Background: an optimization exercise with open tools, aiming at small area, a short achievable clock period and few clock cycles. Do not read the settings as production practice.
In this exercise RTL edits were held to simulation tests only and were not proved equivalent to the original.
Power and IR drop assume default switching activity.

== sierra ==
Design rs1294, start of the top module:
module rs1294 (
  input  wire        clk,
  input  wire        rst,           
  input  wire        req_valid,
  input  wire        req_write,
  input  wire [7:0]  req_addr,
  input  wire [31:0] req_wdata,
  output wire        req_ready,
  output reg         rsp_valid,
  output wire [31:0] rsp_rdata
);
  function automatic [7:0] gf_mul;
    input [7:0] a;
    input [7:0] b;
    reg   [7:0] p;
    reg   [7:0] x;
    integer k;
    begin
      p = 8'h00;
      x = a;
      for (k = 0; k < 8; k = k + 1) begin
        if (b[k]) p = p ^ x;
        x = x[7] ? ((x << 1) ^ 8'h1D) : (x << 1);
      end
      gf_mul = p;
    end
  endfunction
  function automatic [7:0] gf_sq;
    input [7:0] a;
    begin
      gf_sq[0] = a[0] ^ a[4] ^ a[6] ^ a[7];
      gf_sq[1] = a[7];
      gf_sq[2] = a[1] ^ a[4] ^ a[5] ^ a[6];
      gf_sq[3] = a[4] ^ a[6];
      gf_sq[4] = a[2] ^ a[4] ^ a[5] ^ a[7];
      gf_sq[5] = a[5];
      gf_sq[6] = a[3] ^ a[5] ^ a[6];
      gf_sq[7] = a[6];
    end
  endfunction
  function automatic [7:0] gf_p8;
    input [7:0] a;
    begin
      gf_p8[0] = a[0] ^ a[1] ^ a[3] ^ a[4] ^ a[7];
      gf_p8[1] = a[3] ^ a[5] ^ a[6];
      gf_p8[2] = a[1] ^ a[2] ^ a[3] ^ a[4] ^ a[6] ^ a[7];
      gf_p8[3] = a[1] ^ a[2] ^ a[3] ^ a[4] ^ a[5] ^ a[7];
      gf_p8[4] = a[1] ^ a[4] ^ a[7];
      gf_p8[5] = a[5];
      gf_p8[6] = a[2] ^ a[5] ^ a[6] ^ a[7];
      gf_p8[7] = a[3] ^ a[4];
    end
  endfunction
  function automatic [7:0] gf_q4;
    input [7:0] a;
    begin
      gf_q4[0] = a[0] ^ a[1] ^ a[2] ^ a[6] ^ a[7];
      gf_q4[1] = a[1] ^ a[3] ^ a[4] ^ a[5] ^ a[6];
      gf_q4[2] = a[1] ^ a[2] ^ a[5] ^ a[6];
      gf_q4[3] = a[1] ^ a[5] ^ a[7];
      gf_q4[4] = a[1] ^ a[5] ^ a[6] ^ a[7];
      gf_q4[5] = a[5];
      gf_q4[6] = a[1];
      gf_q4[7] = a[2] ^ a[3] ^ a[5];
    end
  endfunction
  function automatic [7:0] aneg_kb;
    input [3:0] k;
    begin
      case (k)
        4'd11: aneg_kb = 8'h01;
        4'd10: aneg_kb = 8'h8E;
        4'd9:  aneg_kb = 8'h47;
        4'd8:  aneg_kb = 8'hAD;
        4'd7:  aneg_kb = 8'hD8;
        4'd6:  aneg_kb = 8'h6C;
        4'd5:  aneg_kb = 8'h36;
        4'd4:  aneg_kb = 8'h1B;
  ...
==> flow/config.mk <==
export PLATFORM = sky130hd
export DESIGN_NAME = rs1294
export DESIGN_NICKNAME = rs1294
export VERILOG_FILES = /design/flow/design.v
export SDC_FILE = /design/flow/constraint.sdc
export NUM_CORES = 4
export LEC_CHECK = 0
export CAP_MARGIN = 20
export CORE_MARGIN = 2
export CORE_UTILIZATION = 65
export PLACE_DENSITY = 0.75
export SLEW_MARGIN = 20
==> flow/constraint.sdc <==
create_clock -name core_clock -period 11.0 [get_ports {clk}]
set_input_delay 2.2000 -clock core_clock [delete_from_list [all_inputs] [get_ports {clk}]]
set_output_delay 2.2000 -clock core_clock [all_outputs]
set_load 0.01 [all_outputs]
standard.sh (not shown) runs the stock make flow with config.mk's settings and CLKGATE_MAP_FILE= SYNTH_SCRIPT=/design/flow/synth_recipe.tcl, a recipe that flattens the netlist after the stock synthesis.
==> flow/flow/run.sh <==
#!/bin/bash
set -euo pipefail
bash standard.sh SETUP_SLACK_MARGIN=6.5 "BUFFER_PORTS_ARGS=-buffer_cell sky130_fd_sc_hd__buf_4" finish > standard_flow.log 2>&1
sierra | stages: all done | timing, DRC, antenna: all pass
Testbench counts of sierra, summed over its fixed seeds: cycles 53,065.
The following lists how tundra was set up differently from sierra:
- CTS_CLUSTER_SIZE newly set to 20
- CTS_CLUSTER_DIAMETER newly set to 100
==> flow/flow/run.sh <==
#!/bin/bash
set -euo pipefail
bash standard.sh SETUP_SLACK_MARGIN=6.0 "BUFFER_PORTS_ARGS=-buffer_cell sky130_fd_sc_hd__buf_4" finish > standard_flow.log 2>&1
Notes after the runs:
Per the comparison of tundra with sierra, number of vias per cell decreased about 0.7%; global-route wire length before repair saw a decrease; first-iteration DRC count shows a reduction of 9.2%; register area held; clock skew decreased 24 ps. Internal power component (lower): tundra. | least setup slack across all paths after layout | lower: tundra |. After detailed routing, sierra needs more wire than tundra. On layout filler cell count: between tundra and sierra, it ends up lower for sierra. On finished layout cell area, sierra loses to tundra. Looking only at fmax, and setting everything else aside, the lower value of tundra and sierra goes to tundra.
#### Input delta (indigo over tundra)
- changing CORE_UTILIZATION from 65 to 75
- changing PLACE_DENSITY from 0.75 to 0.85
==> flow/flow/run.sh <==
#!/bin/bash
set -euo pipefail
bash standard.sh SETUP_SLACK_MARGIN=6.5 "BUFFER_PORTS_ARGS=-buffer_cell sky130_fd_sc_hd__buf_4" finish > standard_flow.log 2>&1
Findings:
- indigo completed every stage of the flow, and the final layout passed the timing, DRC and antenna checks.
- Taking tundra as the reference, in indigo post-CTS setup repair buffer count up 24; required time at the endpoint of the critical path higher; clock period minus worst slack now smaller.
- For final instance count without filler cells, tundra and indigo come out practically identical.
- Routed wire length ended up about 8% higher on indigo than on tundra.
- Looking at number of cell rows, indigo sits 6 below tundra.
- Delta (indigo minus tundra): floorplan die area went down; total power rose 0.000040 W.

========
Another version of the RTL of rs1294 (not shown whole).
For scale: ~3400 cells after synthesis, ~610 flip-flops, about 78 I/O pins, about 36000 um^2 of cells after synthesis.
Settings: LEC_CHECK=0, CAP_MARGIN=20, CORE_MARGIN=2, CORE_UTILIZATION=65, PLACE_DENSITY=0.75, SLEW_MARGIN=20; clock period 11.0 ns.
==> flow/flow/run.sh <==
#!/bin/bash
set -euo pipefail
bash standard.sh SETUP_SLACK_MARGIN=6.5 "BUFFER_PORTS_ARGS=-buffer_cell sky130_fd_sc_hd__buf_4" finish > standard_flow.log 2>&1
The baseline completed without violations.
Testbench counts at the start, summed over its fixed seeds: cycles 54,020.
Rerun with:
==> flow/flow/run.sh (replaced) <==
#!/bin/bash
set -euo pipefail
bash standard.sh SETUP_SLACK_MARGIN=6.0 finish > standard_flow.log 2>&1
Settings changed: CORE_UTILIZATION 65 to 40, PLACE_DENSITY 0.75 to 0.6.
Effect: Power fell by 0.74%; via count fell by 6.6%; register-to-register slack got worse by 310 ps; hold slack got worse by 15 ps; global-route usage fell by 18 points; synthesized area does not change; sequential power barely changes; setup slack got worse by 380 ps.

========
Setup of before:
Another version of the RTL of rs1294 (not shown whole).
Size: roughly 3000 cells after synthesis, roughly 570 flip-flops, ~33000 µm² of cells after synthesis.
Settings: LEC_CHECK=0, CAP_MARGIN=20, CORE_MARGIN=2, CORE_UTILIZATION=40, PLACE_DENSITY=0.6, SETUP_SLACK_MARGIN=5, SLEW_MARGIN=20; clock period 11.0 ns.
run.sh (not shown) runs the stock make flow with config.mk's settings and CLKGATE_MAP_FILE= SYNTH_SCRIPT=/design/flow/synth_recipe.tcl, a recipe that flattens the netlist after the stock synthesis.
Stock flow here: none of the scripts above is used.
before: all stages complete, timing, DRC and antenna checks passed
Testbench counts of before, summed over its fixed seeds: cycles 65,193.
Relative to before, the following input files were edited for after:
Settings: SETUP_SLACK_MARGIN: 5 -> unset.
==> comparison <==
Every run (after and before) finished clean. after against before: minimum period implied by the final worst setup slack saw an increase; total wire length after detailed routing barely changed; proportion of total power due to net switching shows no meaningful change; worst path buffer plus inverter count lost 2.

========
run a:
RTL: one of the versions met above, not the one the previous note started from.
Size: about 610 flip-flops, roughly 78 I/O pins, roughly 36,000 um^2 of cells after synthesis.
==> flow/design.v (excerpt) <==
module rs1294 (
  input  wire        clk,
  input  wire        rst,           
  input  wire        req_valid,
  input  wire        req_write,
  input  wire [7:0]  req_addr,
  input  wire [31:0] req_wdata,
  output wire        req_ready,
  output reg         rsp_valid,
  output wire [31:0] rsp_rdata
);
  function automatic [7:0] gf_mul;
    input [7:0] a;
    input [7:0] b;
    reg   [7:0] p;
    reg   [7:0] x;
    integer k;
    begin
      p = 8'h00;
      x = a;
      for (k = 0; k < 8; k = k + 1) begin
        if (b[k]) p = p ^ x;
        x = x[7] ? ((x << 1) ^ 8'h1D) : (x << 1);
      end
      gf_mul = p;
    end
  endfunction
  function automatic [7:0] gf_sq;
    input [7:0] a;
    begin
      gf_sq[0] = a[0] ^ a[4] ^ a[6] ^ a[7];
      gf_sq[1] = a[7];
      gf_sq[2] = a[1] ^ a[4] ^ a[5] ^ a[6];
      gf_sq[3] = a[4] ^ a[6];
      gf_sq[4] = a[2] ^ a[4] ^ a[5] ^ a[7];
      gf_sq[5] = a[5];
      gf_sq[6] = a[3] ^ a[5] ^ a[6];
      gf_sq[7] = a[6];
    end
  endfunction
  function automatic [7:0] gf_p8;
    input [7:0] a;
    begin
      gf_p8[0] = a[0] ^ a[1] ^ a[3] ^ a[4] ^ a[7];
      gf_p8[1] = a[3] ^ a[5] ^ a[6];
      gf_p8[2] = a[1] ^ a[2] ^ a[3] ^ a[4] ^ a[6] ^ a[7];
      gf_p8[3] = a[1] ^ a[2] ^ a[3] ^ a[4] ^ a[5] ^ a[7];
      gf_p8[4] = a[1] ^ a[4] ^ a[7];
      gf_p8[5] = a[5];
      gf_p8[6] = a[2] ^ a[5] ^ a[6] ^ a[7];
      gf_p8[7] = a[3] ^ a[4];
    end
  endfunction
  function automatic [7:0] gf_q4;
    input [7:0] a;
    begin
      gf_q4[0] = a[0] ^ a[1] ^ a[2] ^ a[6] ^ a[7];
      gf_q4[1] = a[1] ^ a[3] ^ a[4] ^ a[5] ^ a[6];
      gf_q4[2] = a[1] ^ a[2] ^ a[5] ^ a[6];
      gf_q4[3] = a[1] ^ a[5] ^ a[7];
      gf_q4[4] = a[1] ^ a[5] ^ a[6] ^ a[7];
      gf_q4[5] = a[5];
      gf_q4[6] = a[1];
  ...
export LEC_CHECK = 0
export CAP_MARGIN = 20
export CORE_MARGIN = 2
export CORE_UTILIZATION = 40
export PLACE_DENSITY = 0.6
export SETUP_SLACK_MARGIN = 5
export SLEW_MARGIN = 20
create_clock -name core_clock -period 11.0 [get_ports {clk}]
Run a completed end to end with timing, DRC and antenna clean.
Testbench counts of run a, summed over its fixed seeds: cycles 54,020.
Edits applied to the flow inputs when going from run a to run b:
- SETUP_SLACK_MARGIN: 5 -> unset
- PLACE_DENSITY: 0.6 -> 0.75
- CORE_UTILIZATION: 40 -> 65
==> flow/flow/run.sh (new file) <==
#!/bin/bash
set -euo pipefail
bash standard.sh SETUP_SLACK_MARGIN=6.5 finish > standard_flow.log 2>&1
==> flow/standard.sh (new file) <==
#!/bin/bash
# synth_recipe.tcl (not shown) runs the flow's synth.tcl, then flattens the netlist and writes it again
# the make line also repeats each setting of config.mk as NAME=value (left out here)
make -C /OpenROAD-flow-scripts/flow DESIGN_CONFIG=/design/flow/config.mk WORK_HOME=/design/flow/orfs CLKGATE_MAP_FILE= SYNTH_SCRIPT=/design/flow/synth_recipe.tcl "${@:-finish}"
removed: flow/run.sh
[summary]
Run b: all stages complete, timing, DRC and antenna checks passed. Run b: worst hold slack across all endpoints higher than run a. Share of post-route cells with drive strength above 1 in run b is 6.2 points above run a. Run b vs run a — total length of routed met3 wires climbed by more than a quarter. Going from run a to run b, the via count of the first global-routing pass was found to have gone up by 2,479. Per the comparison of run b with run a, placeable core area down 35,000 um^2; worst path buffer plus inverter count up 2; area share of buffers outside the clock network up 2.7 points. Per-cell via count in the routed design: higher on run b. Slowest cell on the critical path = sky130_fd_sc_hd__or4_4: run b; slowest cell on the critical path = sky130_fd_sc_hd__or4_1: run a. Relative to run a, clock skew has decreased by 0.0056 ns in run b. Compare run b and run a | final clock period utilization by the worst path lower: run b.

========
violet:
RTL: one of the versions met above, not the one the previous note started from.
Size in the first run: ~3,300 cells after synthesis, about 36,000 µm² of cells after synthesis.
export LEC_CHECK = 0
export CAP_MARGIN = 20
export CORE_MARGIN = 2
export CORE_UTILIZATION = 65
export CTS_CLUSTER_DIAMETER = 100
export CTS_CLUSTER_SIZE = 20
export PLACE_DENSITY = 0.75
export SLEW_MARGIN = 20
create_clock -name core_clock -period 11.0 [get_ports {clk}]
standard.sh (not shown) runs the stock make flow with config.mk's settings and CLKGATE_MAP_FILE= SYNTH_SCRIPT=/design/flow/synth_recipe.tcl, a recipe that flattens the netlist after the stock synthesis.
==> flow/flow/run.sh <==
#!/bin/bash
set -euo pipefail
bash standard.sh SETUP_SLACK_MARGIN=6.5 "BUFFER_PORTS_ARGS=-buffer_cell sky130_fd_sc_hd__buf_4" finish > standard_flow.log 2>&1
violet went all the way through the flow, and no timing, DRC or antenna check failed.
Testbench counts of violet, summed over its fixed seeds: cycles 53,065.
The inputs of ember differ from those of violet as listed below.
==> flow/flow/run.sh <==
#!/bin/bash
set -euo pipefail
bash standard.sh SETUP_SLACK_MARGIN=7.0 "BUFFER_PORTS_ARGS=-buffer_cell sky130_fd_sc_hd__buf_4" finish > standard_flow.log 2>&1
--- a/flow/config.mk
+++ b/flow/config.mk
@@ -11,2 +10,0 @@
-export CTS_CLUSTER_DIAMETER = 100
-export CTS_CLUSTER_SIZE = 20
## What came out
- The critical path depth in ember sits 4 above the value recorded for violet.
- Looking at timing endpoint of the critical path, the out_mem[9][4] result is from ember; the out_mem[10][3] one comes from violet.
- ember against violet: power climbed 19%; clock latency on the worst-skew pair barely changed; clock skew barely changed.
- Comparing the two runs side by side, ember comes out ahead of violet on half-perimeter wire length after detailed placement.

[port drivers added, routing unchanged]
Ports are ideal in the flow. The routed layouts listed here were re-timed in OpenROAD. Step 1 assumes that a clkbuf_16 drives the clock port and a buf_2 every other input. Step 2, shift: input delay + t, output delay - t, t = (earliest + latest rising clock arrival at the registers) / 2. This alone moves slack from input paths to output paths. a / b / c = ideal / step 1 / step 2; a / b = the first two.
| run | t, ns | setup WS [ns] | cell pins on the clock port's net |
|---|---|---|---|
| sierra | 0.677 | 6.423 / 6.463 / 5.786 | 1 |
| tundra | 0.652 | 6.035 / 6.035 / 5.674 | 1 |
| indigo | 0.655 | 6.220 / 6.258 / 5.603 | 1 |
| the first run of note 2 | 0.685 | 6.418 / 6.418 / 5.872 | 1 |
| the second run of note 2 | 0.690 | 6.039 / 6.073 / 5.383 | 1 |
| before | 0.685 | 5.165 / 5.146 / 4.460 | 1 |
| after | 0.688 | 3.678 / 3.724 / 3.036 | 1 |
| run a | 0.695 | 5.317 / 5.317 / 4.881 | 1 |
| run b | 0.685 | 6.388 / 6.388 / 5.797 | 1 |
| violet | 0.657 | 6.365 / 6.365 / 5.834 | 1 |
| ember | 0.667 | 6.448 / 6.448 / 6.155 | 1 |
After both steps every run listed still meets setup and hold. For before, which loses most, drivers alone change the setup slack by -0.019 ns; drivers and shift together by -0.705 ns.
